This is an optimization exercise on Yosys and OpenROAD, whose aim is small area, a short achievable clock period and few clock cycles, not a production implementation.
The RTL was checked by simulation tests, not by an equivalence proof against the original design.
No activity file was given, so power comes from the tool's default toggle rates.

## flow/design.v (module list and top-level ports; edited modules follow where they fit)
// module pfc: 1220 lines
module pfc #(
    parameter PIX_CAP = 128,
    parameter AW      = 7
) (
    input  wire         clk,
    input  wire         rst,
    input  wire         in_valid,
    output wire         in_ready,
    input  wire [143:0] in_cmd,
    output wire         out_valid,
    input  wire         out_ready,
    output wire [143:0] out_rsp
);
  // ...
==> flow/flow/run.sh <==
#!/bin/bash
# The standard layout, with these changes to how it is made:
#  - ORFS's repair_timing steps (floorplan, CTS, global route) aim for setup
#    slack of MARGIN ns at the design's clock, so they also shorten paths
#    that already meet it;
#  - CTS clusters more sinks per leaf buffer, with smaller buffers and no
#    dummy loads (a balanced tree, as before);
#  - every port still gets a buffer, but a plain buf_2 rather than the
#    delay cell buffer_ports picks by default.
set -euo pipefail
MARGIN=10.5
CTS="-sink_clustering_enable -repair_clock_nets -sink_clustering_size 24 -sink_clustering_max_diameter 80 -buf_list sky130_fd_sc_hd__clkbuf_16 -dont_use_dummy_load"
BUFP="-buffer_cell sky130_fd_sc_hd__buf_2"
sed "s|CLKGATE_MAP_FILE= |CLKGATE_MAP_FILE= SETUP_SLACK_MARGIN=$MARGIN 'CTS_ARGS=$CTS' 'BUFFER_PORTS_ARGS=$BUFP' |" standard.sh > standard_margin.sh
bash standard_margin.sh > flow_make.log 2>&1
==> flow/standard.sh <==
#!/bin/bash
# synth_recipe.tcl (not shown) runs the flow's synth.tcl, then flattens the netlist and writes it again
# the make line also repeats each setting of config.mk as NAME=value (left out here)
make -C /OpenROAD-flow-scripts/flow DESIGN_CONFIG=/design/flow/config.mk WORK_HOME=/design/flow/orfs CLKGATE_MAP_FILE= SYNTH_SCRIPT=/design/flow/synth_recipe.tcl "${@:-finish}"
==> flow/config.mk <==
export PLATFORM = sky130hd
export DESIGN_NAME = pfc
export DESIGN_NICKNAME = pfc
export VERILOG_FILES = /design/flow/design.v
export SDC_FILE = /design/flow/constraint.sdc
export NUM_CORES = 4
export LEC_CHECK = 0
export CAP_MARGIN = 20
export CORE_MARGIN = 2
export CORE_UTILIZATION = 55
export SLEW_MARGIN = 20
==> flow/constraint.sdc <==
create_clock -name core_clock -period 16.0 [get_ports {clk}]
set_input_delay 3.2000 -clock core_clock [delete_from_list [all_inputs] [get_ports {clk}]]
set_output_delay 3.2000 -clock core_clock [all_outputs]
set_load 0.01 [all_outputs]
==> results.txt, run 1 <==
Logic pwr share=0.525; worst hold path startpoint=p1_cm[2]; Final Max Tran Viols=0; Buffers excl. clock=467; Reg area=47190 um^2; Core Region=145400 um^2; Internal=0.01053 W; dominant synthesized flop cell=edfxtp_1; share of layout cells above drive strength 1=0.1705; Finished Core Util=0.5981; setup ws final=10.51 ns; Total Wirelength=258300 um; top cell type's share of synthesized area=0.5854; count leader, synth=edfxtp_1; Hold Path Stages=0; outcome=no timing/DRC/antenna violations; Post-synth EDFFs=1566; Die Y=386.2 um; gr ovfl total=0; comb pwr=0.00951 W; post-route cell area=86950 um^2; most frequent cells after synthesis=edfxtp_1, inv_1, nand2_1, nor2_1, fa_1; mean area per synthesized cell=14.09 um^2; final clock skew=0.1143 ns; Layout area overhead=8.246%; Final Hold Fails=0
Testbench counts, summed over its fixed seeds: cycles 13,219.
==> run 2, diff against run 1 <==
--- a/flow/design.v
+++ b/flow/design.v
@@ -700,91 +700,103 @@
     reg         ord_q;
     reg         bo_q;
     reg  [30:0] w_q;
     reg  [30:0] h_q;
     reg  [AW-1:0] strd_q;              
     reg  [AW:0] len_q;                 
     reg          p1_v;
     reg          p2_v;
-    reg          p2_nw;                
+    reg          p2_np;                
     reg  [1:0]   ob_n;                 
     reg          rdy_q;                
     reg          ov_q;                 
     wire adv   = !ob_n[1];             
-    wire a_adv = adv;
+    wire a_adv = adv && !(p2_v && p2_np);    
     assign in_ready  = rdy_q;
     assign out_valid = ov_q;
     wire [7:0]  i_op = in_cmd[143:136];
     wire [31:0] i_a  = in_cmd[135:104];
     wire [31:0] i_b  = in_cmd[103:72];
     wire [71:0] i_c  = in_cmd[71:0];
     wire [3:0]  i_nf = i_c[71:68];
     wire i_legal_c = col_legal(i_c);
-    reg  i_ill;
-    always @(*) begin
-        case (i_op)
-            OP_NEW:    i_ill = (i_c[64:0] != 0) || (i_nf > 4'd5) ||
-                               ((i_nf <= 4'd3) && (i_c[67] || (i_c[66:65] != 2'd0)));
-            OP_SET:    i_ill = !i_legal_c;
-            OP_AT:     i_ill = (i_c != 0);
-            OP_FILL:   i_ill = (i_a != 0) || (i_b != 0) || !i_legal_c;
-            OP_CLEAR, OP_BOUNDS, OP_CMODEL, OP_GEOM:
-                       i_ill = (i_a != 0) || (i_b != 0) || (i_c != 0);
-            OP_PIXRD:  i_ill = (i_a != 0) || (i_b != 0) || (i_c[71:64] != 0);
-            OP_CONV:   i_ill = (i_a[31:5] != 0) || (i_b != 0) || !i_legal_c ||
-                               (i_a[3:0] > 4'd5) ||
-                               (i_a[4] && (i_a[3:0] != M_RGB15) && (i_a[3:0] != M_RGB16));
-            default:   i_ill = 1'b1;
-        endcase
-    end
+    wire [8:0] i_fl;
+    assign i_fl[0] = (i_a != 0);
+    assign i_fl[1] = (i_a[31:5] != 0);
+    assign i_fl[2] = (i_b != 0);
+    assign i_fl[3] = (i_c != 0);
+    assign i_fl[4] = (i_c[71:64] != 0);
+    assign i_fl[5] = !i_legal_c;
+    assign i_fl[6] = (i_c[64:0] != 0) || (i_nf > 4'd5) ||                  
+                     ((i_nf <= 4'd3) && (i_c[67] || (i_c[66:65] != 2'd0)));
+    assign i_fl[7] = (i_a[3:0] > 4'd5) ||                                   
+                     (i_a[4] && (i_a[3:0] != M_RGB15) && (i_a[3:0] != M_RGB16));
+    assign i_fl[8] = (i_op == 8'd0) || (i_op > OP_CONV);                     
     wire [63:0] i_rgba0 = to_rgba(i_c[71:68], i_c[67], i_c[63:0]);
     wire        i_pixrd = (i_op == OP_PIXRD);
     wire        i_new   = (i_op == OP_NEW);
-    wire [63:0] i_rgba  = i_new ? {i_a, i_b} :
-                          {i_rgba0[63:8], i_pixrd ? i_c[7:0] : i_rgba0[7:0]};
+    wire        s_new   = (i_op[3:0] == OP_NEW[3:0]);
+    wire        s_pixrd = (i_op[3:0] == OP_PIXRD[3:0]);
+    wire [63:0] i_rgba  = s_new ? {i_a, i_b} :
+                          {i_rgba0[63:8], s_pixrd ? i_c[7:0] : i_rgba0[7:0]};
     wire [11:0] i_xs    = {(i_a[31:11] == 0), i_a[10:0]};
     wire [11:0] i_ys    = {(i_b[31:11] == 0), i_b[10:0]};
+    wire        i_wbig  = (i_a[30:11] != 0);
+    wire        i_hbig  = (i_b[30:11] != 0);
     wire        i_hinz  = (i_c[63:8] != 0);
     reg         p1_new, p1_set, p1_at, p1_fill, p1_clear, p1_bounds,
-                p1_cmodel, p1_geom, p1_pixrd, p1_conv, p1_ill, p1_hinz;
+                p1_cmodel, p1_geom, p1_pixrd, p1_conv, p1_hinz;
+    reg  [8:0]  p1_fl;
+    reg         p1_wbig, p1_hbig;
     reg  [11:0] p1_a, p1_b;            
     reg  [6:0]  p1_cm;                 
     reg  [63:0] p1_rgba;
     always @(posedge clk) begin
         if (in_ready) begin
             p1_new    <= i_new;
             p1_set    <= (i_op == OP_SET);
             p1_at     <= (i_op == OP_AT);
             p1_fill   <= (i_op == OP_FILL);
             p1_clear  <= (i_op == OP_CLEAR);
             p1_bounds <= (i_op == OP_BOUNDS);
             p1_cmodel <= (i_op == OP_CMODEL);
             p1_geom   <= (i_op == OP_GEOM);
             p1_pixrd  <= i_pixrd;
             p1_conv   <= (i_op == OP_CONV);
-            p1_ill    <= i_ill;
+            p1_fl     <= i_fl;
+            p1_wbig   <= i_wbig;
+            p1_hbig   <= i_hbig;
             p1_hinz   <= i_hinz;
             p1_a      <= i_xs;
             p1_b      <= i_ys;
             p1_cm     <= i_c[71:65];
             p1_rgba   <= i_rgba;
         end
     end
     wire [3:0]  n_fmt = p1_cm[6:3];
     wire        n_ord = p1_cm[2];
     wire [1:0]  n_boc = p1_cm[1:0];
     wire [31:0] n_w = p1_rgba[63:32];
     wire [31:0] n_h = p1_rgba[31:0];
     wire [31:0] new_stride = stride_of(n_fmt[2:0], {20'd0, n_w[10:0]});
     wire [31:0] new_rows   = rows_of(n_fmt[2:0], {20'd0, n_h[10:0]});
-    wire [AW+1:0] new_stride_c = ((n_w[30:11] != 0) || (new_stride > PIX_CAP)) ? PIX_CAP + 1
-                                                                              : new_stride[AW+1:0];
-    wire [AW+1:0] new_rows_c   = ((n_h[30:11] != 0) || (new_rows > PIX_CAP)) ? PIX_CAP + 1
-                                                                            : new_rows[AW+1:0];
+    wire [AW+1:0] new_stride_c = (p1_wbig || (new_stride > PIX_CAP)) ? PIX_CAP + 1
+                                                                     : new_stride[AW+1:0];
+    wire [AW+1:0] new_rows_c   = (p1_hbig || (new_rows > PIX_CAP)) ? PIX_CAP + 1
+                                                                   : new_rows[AW+1:0];
+    wire p1_ill = (p1_new    && p1_fl[6]) ||
+                  (p1_set    && p1_fl[5]) ||
+                  (p1_at     && p1_fl[3]) ||
+                  (p1_fill   && (p1_fl[0] || p1_fl[2] || p1_fl[5])) ||
+                  ((p1_clear || p1_bounds || p1_cmodel || p1_geom) &&
+                               (p1_fl[0] || p1_fl[2] || p1_fl[3])) ||
+                  (p1_pixrd  && (p1_fl[0] || p1_fl[2] || p1_fl[4])) ||
+                  (p1_conv   && (p1_fl[1] || p1_fl[2] || p1_fl[5] || p1_fl[7])) ||
+                  p1_fl[8];
     function [8:0] max_rows;
         input [8:0] sc;
         case (sc)
             9'd1: max_rows = 9'd128;
             9'd2: max_rows = 9'd64;
             9'd3: max_rows = 9'd42;
             9'd4: max_rows = 9'd32;
             9'd5: max_rows = 9'd25;
@@ -910,17 +922,16 @@
             9'd125: max_rows = 9'd1;
             9'd126: max_rows = 9'd1;
             9'd127: max_rows = 9'd1;
             9'd128: max_rows = 9'd1;
             9'd129: max_rows = 9'd0;
             default: max_rows = 9'd511;
         endcase
     endfunction
-    wire a_cap = (new_rows_c > max_rows(new_stride_c));
     reg  [3:0] native_model;
     always @(*) begin
         case (fmt_q)
             F_MONO, F_MONOVLSB: native_model = M_MONO;
             F_GRAY2:            native_model = M_GRAY2;
             F_GRAY4:            native_model = M_GRAY4;
             F_RGB15:            native_model = M_RGB15;
             default:            native_model = M_RGB16;
@@ -971,31 +982,30 @@
     wire [7:0]    wb0      = bo_q ? word_nv[7:0]  : word_nv[15:8];
     wire [7:0]    wb1      = bo_q ? word_nv[15:8] : word_nv[7:0];
     reg  [2:0]  a_st;
     reg  [1:0]  a_kind;                
     reg  [71:0] a_d;
     reg         a_dz;                  
     reg  [1:0]  a_rd;                  
     reg         a_all, a_word, a_lane;
-    reg         a_try, a_nw;
+    reg         a_try;
     reg         a_lconv;               
     reg  [1:0]  a_gk;
     reg  [AW-1:0] a_addr;
     always @(*) begin
         a_st    = ST_OK;
         a_kind  = 2'd0;
         a_d     = 72'd0;
         a_dz    = 1'b0;
         a_rd    = 2'd0;
         a_all   = 1'b0;
         a_word  = 1'b0;
         a_lane  = 1'b0;
         a_try   = 1'b0;
-        a_nw    = 1'b0;
         a_lconv = 1'b0;
         a_gk    = tgt_gk;
         a_addr  = off;
         if (p1_ill) begin
             a_st = ST_ILLEGAL;
         end else if (p1_conv) begin
             a_d     = {p1_a[3:0], p1_a[4], 3'b000, conv_hi};
             a_lconv = 1'b1;
@@ -1005,21 +1015,17 @@
             else if ((n_fmt == {1'b0, F_RGB15} || n_fmt == {1'b0, F_RGB16}) && n_boc[1])
                 a_st = ST_BYTEORDER;
             else if (n_w[31] || n_h[31])
                 a_st = ST_DIM;
             else begin
                 a_try = 1'b1;
                 a_all = 1'b1;
                 a_dz  = 1'b1;
-                a_d   = {30'd0, new_rows_c, new_stride_c, 24'd0};
-                if (a_cap)
-                    a_st = ST_CAP;
-                else
-                    a_nw = 1'b1;
+                a_d   = {30'd0, new_rows_c, new_stride_c, 24'd0};    
             end
         end else if (!valid_q) begin
             a_st = ST_STATE;
         end else begin
             if (p1_set) begin
                 a_dz = 1'b1;
                 if (in_bounds) begin
                     a_word = is_rgb;
@@ -1071,46 +1077,46 @@
     reg  [AW-1:0] p2_addr;
     reg  [2:0]  p2_sh;
     reg  [3:0]  p2_lm;
     reg         p2_rgb, p2_r15, p2_bo;
     reg         p2_hinz, p2_a7, p2_geom;
     wire a_load = a_adv && p1_v;
     wire p1_v_n  = in_ready ? in_valid : p1_v;
     wire p2_v_n  = adv ? a_load : p2_v;
+    wire p2_np_n = adv ? (a_load && a_try) : p2_np;
     always @(posedge clk) begin
         if (rst) begin
             p1_v    <= 1'b0;
             p2_v    <= 1'b0;
-            p2_nw   <= 1'b0;
+            p2_np   <= 1'b0;
             rdy_q   <= 1'b1;
             valid_q <= 1'b0;
         end else begin
             p1_v  <= p1_v_n;
             p2_v  <= p2_v_n;
-            if (adv)
-                p2_nw <= a_load && a_nw;
-            rdy_q <= !ob_n_n[1] || !p1_v_n;
-            if (a_load && a_nw)
-                valid_q <= 1'b1;
+            p2_np <= p2_np_n;
+            rdy_q <= (!ob_n_n[1] && !(p2_v_n && p2_np_n)) || !p1_v_n;
             if (a_load && a_try) begin
                 fmt_q    <= n_fmt[2:0];
                 fm_mono  <= (n_fmt[2:0] == F_MONO);
                 fm_vlsb  <= (n_fmt[2:0] == F_MONOVLSB);
                 fm_g2    <= (n_fmt[2:0] == F_GRAY2);
                 fm_g4    <= (n_fmt[2:0] == F_GRAY4);
                 fm_rgb   <= (n_fmt[2:0] == F_RGB15) || (n_fmt[2:0] == F_RGB16);
                 ord_q    <= n_ord;
                 bo_q     <= n_boc[0];
                 w_q      <= n_w[30:0];
                 h_q      <= n_h[30:0];
-                strd_q   <= new_stride[AW-1:0];
+                strd_q   <= new_stride_c[AW-1:0];
             end
-            if (adv && p2_v && p2_nw)
+            if (adv && p2_v && p2_np && !b_cap) begin
+                valid_q <= 1'b1;
                 len_q   <= b_len[AW:0];
+            end
         end
     end
     always @(posedge clk) begin
         if (a_adv) begin
             p2_st    <= a_st;
             p2_kind  <= a_kind;
             p2_d     <= a_d;
             p2_dz    <= a_dz;
@@ -1129,16 +1135,17 @@
             p2_r15   <= (fmt_q == F_RGB15);
             p2_bo    <= bo_q;
             p2_hinz  <= p1_hinz;
             p2_a7    <= p1_rgba[7];
             p2_geom  <= p1_geom;
         end
     end
     wire [2*AW+3:0] b_len = p2_d[AW+25:24] * p2_d[2*AW+27:AW+26];
+    wire            b_cap = (p2_d[2*AW+27:AW+26] > max_rows(p2_d[AW+25:24]));
     wire [15:0] l_hi  = p2_lcs[32:17] + p2_lcs[16:1] + {15'd0, p2_lcs[0]};
     wire [3:0]  p2_l4 = l_hi[15:12];
     reg  [7:0] pat;                    
     reg  [3:0] lv;                     
     always @(*) begin
         case (p2_gk)
             2'd1:    begin pat = {8{p2_l4[3]}};   lv = {3'd0, p2_l4[3]};   end
             2'd2:    begin pat = {4{p2_l4[3:2]}}; lv = {2'd0, p2_l4[3:2]}; end
@@ -1174,17 +1181,18 @@
             2'd1:    rdat = p2_rgb ? {at_word[15] & !p2_r15, at_word[14:0]} : {8'd0, at_lane};
             2'd2:    rdat = {8'd0, b_aok ? rbyte : 8'd0};
             default: rdat = 16'd0;
         endcase
     end
     wire [71:0] b_rc = (p2_dz ? 72'd0 : p2_d) | {56'd0, rdat} |
                        {68'd0, p2_lconv ? lv : 4'd0} |
                        {64'd0, p2_geom && (p2_st == ST_OK) ? len_q : 8'd0};
-    wire [2:0]  b_st = (p2_rd == 2'd2 && !b_aok) ? ST_RANGE : p2_st;
+    wire [2:0]  b_st = (p2_np && b_cap) ? ST_CAP :
+                       (p2_rd == 2'd2 && !b_aok) ? ST_RANGE : p2_st;
     reg  [2:0]  ob0_st, ob1_st;
     reg  [1:0]  ob1_kind;
     reg  [71:0] ob0_rc, ob1_rc;
     reg  [31:0] ob0_ra, ob0_rb;        
     wire take = out_ready && ov_q;
     wire push = adv && p2_v;
     wire [1:0] ob_n_n = ob_n + {1'b0, push} - {1'b0, take};
     always @(posedge clk) begin
==> flow/flow/run.sh (replaced) <==
#!/bin/bash
# The standard layout, with these changes to how it is made:
#  - ORFS's repair_timing steps (floorplan, CTS, global route) aim for setup
#    slack of MARGIN ns at the design's clock, so they also shorten paths
#    that already meet it;
#  - CTS clusters more sinks per leaf buffer, with smaller buffers and no
#    dummy loads (a balanced tree, as before);
#  - every port still gets a buffer, but a plain buf_2 rather than the
#    delay cell buffer_ports picks by default.
set -euo pipefail
MARGIN=11.5
CTS="-sink_clustering_enable -repair_clock_nets -sink_clustering_size 24 -sink_clustering_max_diameter 80 -buf_list sky130_fd_sc_hd__clkbuf_16 -dont_use_dummy_load"
BUFP="-buffer_cell sky130_fd_sc_hd__buf_2"
sed "s|CLKGATE_MAP_FILE= |CLKGATE_MAP_FILE= SETUP_SLACK_MARGIN=$MARGIN 'CTS_ARGS=$CTS' 'BUFFER_PORTS_ARGS=$BUFP' |" standard.sh > standard_margin.sh
bash standard_margin.sh > flow_make.log 2>&1
==> run 2 against run 1 <==
Net effect: now fails the layout checks on capacitance limit, slew limit; total power shrank 0.39%; non-clock buffer count is 82 higher; via count is 1.0% higher; fmax increased by 11%; worst setup slack better by 0.54 ns; critical path type unchanged; sequential share of layout area shrank 0.73 points; area after synthesis up 0.22%; routed wire length grew 1.8%; combinational power is 0.8% lower.
==> results.txt, run 2 <==
outcome=complete, but fails checks; layout check failures=capacitance limit, slew limit; Worst Tran Pin Value=2.044 ns; CP max FO=5; Synth Register Bits=1593; most frequent CP cell=fa_1; RSZ-0062 raised after global routing=yes; dominant synthesized flop cell=edfxtp_1; cell count after synthesis=5683; CP Class=flop to flop; # DRC=0; Core Region=145600 um^2 (+0.12%); CP Launch Type=flop; Starting Density=0.5531; root buffer cell=clkbuf_16; number of global-route vias before repair=50.03k; grt met3 use=0.08675; antenna viol nets, final=0; largest net degree at the start of global routing=107; Layout area overhead=10.60%; minimum clock period=4.953 ns; GRT Util Overall=0.3448; cts hold-fix bufs=0; DR vias=52.55k; Final Max Tran Viols=12 (+12); FP Rows=140; Lkg Pwr=31.92 nW; most frequent cells after synthesis=edfxtp_1, nor2_1, inv_1, nand2_1, fa_1; synth warn=1; first-pass GRT wire length=368200 um; crit-path max cell delay=0.68 ns; Largest Register=pix; nature of the critical path endpoint=flop; Fmax=201.9 MHz; clock sink count=1593; Port Buffer Count=285; clock slew at reported path FFs=0.09 ns; Slowest-stage cell, CP=edfxtp_1; wire per inst=33.09 um; TritonCTS Buffers=94; TritonRoute pass-1 iters=7; Tot Pwr=0.01804 W; top post-synthesis cells by area=edfxtp_1, mux4_2, fa_1; asr flop ratio synth=0; Clock Latency Late Sink=0.76 ns; Final #Nets=6600; Die Width=386.6 um; Crit path max-delay family=adder cells; count leader, synth=edfxtp_1; dpl hpwl=178100 um; share of layout cells above drive strength 1=0.1988 (+0.02826); worst-case headroom to the max-slew limit=-0.3678; number of flip-flops in the largest register=1024; Hold WC Path Type=flop to flop; Die Area=149500 um^2; M1 GR Usage=0.5393; CP cell instances=inv_1, fa_1, fa_1, fa_1, fa_1, fa_1, fa_1, inv_1, ha_1, o21ai_0, o21bai_1; CTS tree=yes; M2 GR Usage=0.4811; Worst Path Arrival=5.41 ns; Longest Clk Path Bufs=3; IO Count=294; Die Y=386.6 um (+0.11%); GRT Max-Usage Layer=met1; most frequent cells in the layout=edfxtp_1, nor2_1, nand2_1; post-synth top area cell=edfxtp_1; Seq/Total Area, Yosys=0.5921; mapped cell area=80510 um^2; initial DRC count=7587; CTS H-tree lvls=3; Max-Cap Viols=1; Final Hold Fails=0 (unchanged); VDD IR-drop max=0.5261 mV; setup TNS=0 ns; top cell type's share of synthesized area=0.5878 (+0.002438); initial antenna violation count=25; WP data required=16.45 ns; commonest non-fill, non-tap cell in the layout=edfxtp_1; endpoints failing setup=0; mean area per synthesized cell=14.17 um^2 (+0.56%); PwrDens=202.6 nW/um^2; final clock skew=0.1129 ns (-0.001329 ns); Via density=6.612; Total Wirelength=263000 um (+1.8%); fin crit share=0.3096; Yosys cell types=86; gpl congestion=1.001; WP buf/inv=2; fillers=11.20k; gr ovfl total=0 (unchanged); Post-synth EDFFs=1576 (+0.64%)
==> run 2: cell count changes after synthesis, moves of 16 or more <==
cell      previous run  this run
nor2_1             314       425
o22ai_1             61        81
o21a_1             122       103
buf_1               22        39
clkbuf_1           221       204
buf_4               32        16
mux2i_1            165       114
o21ai_0            195       139
a21oi_1            201       279
mux2_2              94        76
mux4_2             228       261
nand4_1             51        35
a22oi_1            149        85
==> run 2: worst paths after layout <==
path / start / to / slack [ns] / cells after the start
max reg2reg: p1_rgba[23] / p2_lcs[0] / 11.05 / 11
min reg2reg: p1_cm[2] / ord_q / 0.43 / 0
min: p1_cm[2] / ord_q / 0.43 / 0
max: p1_rgba[23] / p2_lcs[0] / 11.05 / 11
==> run 2: per-layer routing <==
metal | part of all wire | vias up | wire length (um)
met5 | 0.00012 | - | 32
met4 | 0.029 | 6 | 7752
met3 | 0.13 | 406 | 33870
met2 | 0.42 | 3289 | 111100
met1 | 0.42 | 26964 | 110200
li1 | - | 21883 | -
==> run 2: layout make-up <==
class / count / area [um^2] / share of cell area
flip-flops and latches: 1593 / 47680 / 0.5354
multi-input cells: 3404 / 30970 / 0.3478
repair buffers: 549 / 4095 / 0.04599
well taps: 1917 / 2399 / 0.02694
clock buffers: 94 / 2352 / 0.02642
inverters: 382 / 1526 / 0.01714
diodes: 8 / 20.02 / 0.0002248
==> run 2: kinds of logic after synthesis <==
group,Yosys count,share of synthesized area
other,1,0.00004658
AOI/OAI and AO/OA,984,0.07998
and+or+nand+nor,1357,0.07946
buffers and inverters,699,0.03590
DFF,1593,0.5921
muxes,468,0.1030
xor gates and xnor gates,153,0.01664
adders and majority gates,428,0.09291
==> run 2: where the power goes <==
part / leakage (nW) / switching, W / internal (W) / total (W)
Sequential: 15.3 / 0.000272 / 0.00599 / 0.00626
Clock: 1.16 / 0.00131 / 0.00104 / 0.00235
Combinational: 15.4 / 0.00572 / 0.00371 / 0.00943
Total: 31.9 / 0.00730 / 0.0107 / 0.0180
==> run 2: through the flow <==
step / utilization / hold WS [ns] / instances / area [um^2] / worst slack (ns)
global route: 0.6116 / 0.4515 / 7943 / 89030 / 10.93
CTS: 0.6052 / 0.4329 / 7884 / 88100 / 11.00
global placement: 0.5785 / 0.4034 / 7689 / 84210 / 10.05
detailed placement: 0.5788 / 0.4111 / 7691 / 84250 / 9.994
floorplan: - / 0.4003 / 5690 / 80990 / 11.06
finish: 0.6117 / 0.4313 / 7947 / 89040 / 11.05
==> run 2: what timing repair did <==
item | 4_1_cts | 5_1_grt
endpoints found under the setup margin | 1298 | 821
buffers inserted | 90 | 45
pin swaps | 15 | 35
resized for setup | 115 | 94
cloned | 9 | 10
Testbench counts of run 2, summed over its fixed seeds: cycles 13,299.
==> run 3, diff against run 2 <==
--- a/flow/flow/run.sh
+++ b/flow/flow/run.sh
@@ -10,3 +10,3 @@
 set -euo pipefail
-MARGIN=11.5
+MARGIN=11
 CTS="-sink_clustering_enable -repair_clock_nets -sink_clustering_size 24 -sink_clustering_max_diameter 80 -buf_list sky130_fd_sc_hd__clkbuf_16 -dont_use_dummy_load"
==> run 3 against run 2 <==
Net effect: now clean on timing, DRC and antenna; highest routed layer unchanged; final cell count decreased by 0.76%; die area stayed put; core utilization shrank 0.96 points; worst hold slack got worse by 0.0057 ns; combinational power down 2.9%; largest cell class unchanged.
==> results.txt, run 3 <==
fin crit share=0.3110 (+0.001469); # DRC=0 (unchanged); CTS H-tree lvls=3 (unchanged); Worst Path Arrival=5.39 ns (-0.02 ns); VDD IR-drop max=0.5218 mV (-0.82%); Clock Latency Late Sink=0.75 ns (about the same); Seq/Total Area, Yosys=0.5921 (unchanged); DR vias=51.54k (-1.9%); Synth Register Bits=1593 (unchanged); post-route cell area=87650 um^2 (-1.6%); Layout area overhead=8.871%; TritonRoute pass-1 iters=8 (+1); dpl hpwl=176000 um (-1.2%); Starting Density=0.5531 (unchanged); wire per inst=31.79 um (-3.9%); IO Count=294 (unchanged); final clock skew=0.09813 ns (-0.01481 ns); gr ovfl total=0 (unchanged); most frequent cells in the layout=edfxtp_1, nor2_1, nand2_1; Core Region=145600 um^2 (unchanged); RSZ-0062 raised after global routing=yes; initial antenna violation count=17 (-32%); CP Class=flop to flop; Longest Clk Path Bufs=3 (unchanged); post-synth top area cell=edfxtp_1; worst hold path startpoint=p1_cm[0]; commonest non-fill, non-tap cell in the layout=edfxtp_1; CP max FO=5 (unchanged); Total Wirelength=250700 um (-4.7%); antenna viol nets, final=0 (unchanged); pre-CTS WS=9.982 ns (-0.01252 ns); Final Hold Fails=0 (unchanged); Die Y=386.6 um (unchanged); root buffer cell=clkbuf_16; asr flop ratio synth=0 (unchanged); PwrDens=203.1 nW/um^2 (+0.26%); gpl congestion=1.049 (+4.8%); CP Launch Type=flop; cell count after synthesis=5683 (unchanged); clock slew at reported path FFs=0.08 ns (about the same); Worst Tran Pin Value=1.170 ns (-0.8745 ns); TritonCTS Buffers=93 (-1.1%); Die Width=386.6 um (unchanged); Post-DP Area=84060 um^2 (-0.22%); Final Max Tran Viols=0 (-12); number of flip-flops in the largest register=1024 (unchanged); first-pass GRT wire length=359600 um (-2.3%); setup ws final=11.02 ns (-0.02350 ns); Port Buffer Count=285 (unchanged); Fmax=200.9 MHz (-0.47%); worst-case headroom to the max-slew limit=0.2187 (+0.5864); dominant synthesized flop cell=edfxtp_1; share of layout cells above drive strength 1=0.1764 (-0.02235); Hold WS=0.4256 ns (-0.005740 ns); reg2reg start=p1_rgba[52]; most frequent cells after synthesis=edfxtp_1, nor2_1, inv_1, nand2_1, fa_1; largest net degree at the start of global routing=111 (+3.7%); setup TNS=0 ns (unchanged); nature of the critical path endpoint=flop; mapped cell area=80510 um^2 (unchanged); FP Rows=140 (unchanged); Post-synth EDFFs=1576 (unchanged); GRT Util Overall=0.3341 (-0.01064); Lkg Pwr=31.39 nW (-1.7%); Max-Cap Viols=0 (-1); fillers=11.33k (+1.2%); Largest Register=pix; Die Area=149500 um^2 (unchanged); number of global-route vias before repair=49.72k (-0.61%); Final #Nets=6541 (-0.89%); clock sink count=1593 (unchanged); synth warn=1 (unchanged); cts hold-fix bufs=0 (unchanged); initial DRC count=7235 (-4.6%); Post-Place Cells=7692 (+0.013%); endpoints failing setup=0 (unchanged); outcome=no timing/DRC/antenna violations; Via density=6.535 (-1.2%); top post-synthesis cells by area=edfxtp_1, mux4_2, fa_1; Yosys cell types=86 (unchanged); WP data required=16.41 ns (-0.04 ns); CTS tree=yes; Critical path origin=p1_rgba[52]; minimum clock period=4.977 ns (+0.02350 ns); mean area per synthesized cell=14.17 um^2 (unchanged); count leader, synth=edfxtp_1; top cell type's share of synthesized area=0.5878 (unchanged); Hold WC Path Type=flop to flop; Post-Layout Cell Count=7887 (-0.76%)
run 3: what timing repair did:
action                                   CTS  global route
gates cloned                               1             0
setup buffers                             56            37
gates resized for setup                   50            60
pin swaps                                  3            22
endpoints found under the setup margin  1053           352
run 3: worst max-delay path, cell delays in order, from the launching register on:
cell and delay, ns:
edfxtp_1 0.33, buf_4 0.19, clkinvlp_4 0.17, buf_6 0.19, fa_1 0.50, inv_1 0.05
fa_1 0.42, fa_1 0.55, inv_1 0.05, fa_1 0.51, fa_1 0.54, inv_1 0.05
ha_1 0.26, o21a_1 0.21, o2111ai_2 0.20, a21oi_2 0.07, a2111oi_4 0.27, o21bai_1 0.12
run 3: worst paths after layout:
kind,to,slack [ns],cells past startpoint
max reg2reg,p2_lcs[0],11.02,17
min,bo_q,0.43,0
min reg2reg,bo_q,0.43,0
max,p2_lcs[0],11.02,17
run 3: per-stage QoR:
step	power, W	utilization
global placement	0.01466	0.5771
CTS	0.01728	0.5979
floorplan	0.01182	-
finish	0.01781	0.6021
global route	0.01894	0.6021
detailed placement	0.01477	0.5775
run 3: layout make-up:
type                       instances  area (um^2)  share of cell area
sequential                      1593        47680              0.5440
multi-input combinational       3398        30410              0.3469
timing repair buffer             497         3298             0.03763
tap                             1917         2399             0.02737
clock buffer                      93         2327             0.02655
inverter                         382         1524             0.01739
antenna                            7        17.52           0.0001999
run 3: power by group:
part,internal [W],switching (W)
sequential,0.00599,0.000311
combinational,0.00359,0.00557
clock,0.00103,0.00131
run 3: logic make-up after synthesis:
logic type      Yosys count  synth area share
other cells               1        0.00004658
buf+inv                 699           0.03590
compound gates          984           0.07998
simple gates           1357           0.07946
mux                     468            0.1030
flops                  1593            0.5921
xor+xnor                153           0.01664
fa+ha+maj               428           0.09291
run 3: routing by layer:
metal / track usage / part of all wire
met1: 0.5218 / 0.43
met2: 0.4625 / 0.42
met3: 0.08829 / 0.12
met4: 0.09112 / 0.029
met5: 0 / 0.00018

port drivers added, routing unchanged:
The results above use ideal ports. As a check the final layouts listed here were re-extracted and re-timed, cells and wires unchanged. Step 1 sets driving cells, clkbuf_16 on the clock port and buf_2 on the other inputs (assumed; they add their load-dependent delay and slew). Step 2, shift: input delay + t, output delay - t, t = (earliest + latest rising clock arrival at the registers) / 2. This alone moves slack from input paths to output paths. Three values: ideal ports, drivers, drivers and shift; two values: the first two.
run	t, ns	slack for setup (ns)	hold slack, ns	worst setup path after step 2	latest minus earliest clock arrival (ns)
run 1	0.772	10.510 / 10.510 / 9.852	0.378 / 0.378 / 0.378	input to register	0.157 / 0.157
run 2	0.797	11.047 / 11.047 / 10.482	0.431 / 0.431 / 0.431	input to register	0.113 / 0.113
run 3	0.790	11.023 / 11.023 / 10.302	0.426 / 0.426 / 0.426	input to register	0.100 / 0.100
For run 3, which loses most, drivers alone change the setup slack by 0.000 ns; drivers and shift together by -0.721 ns.
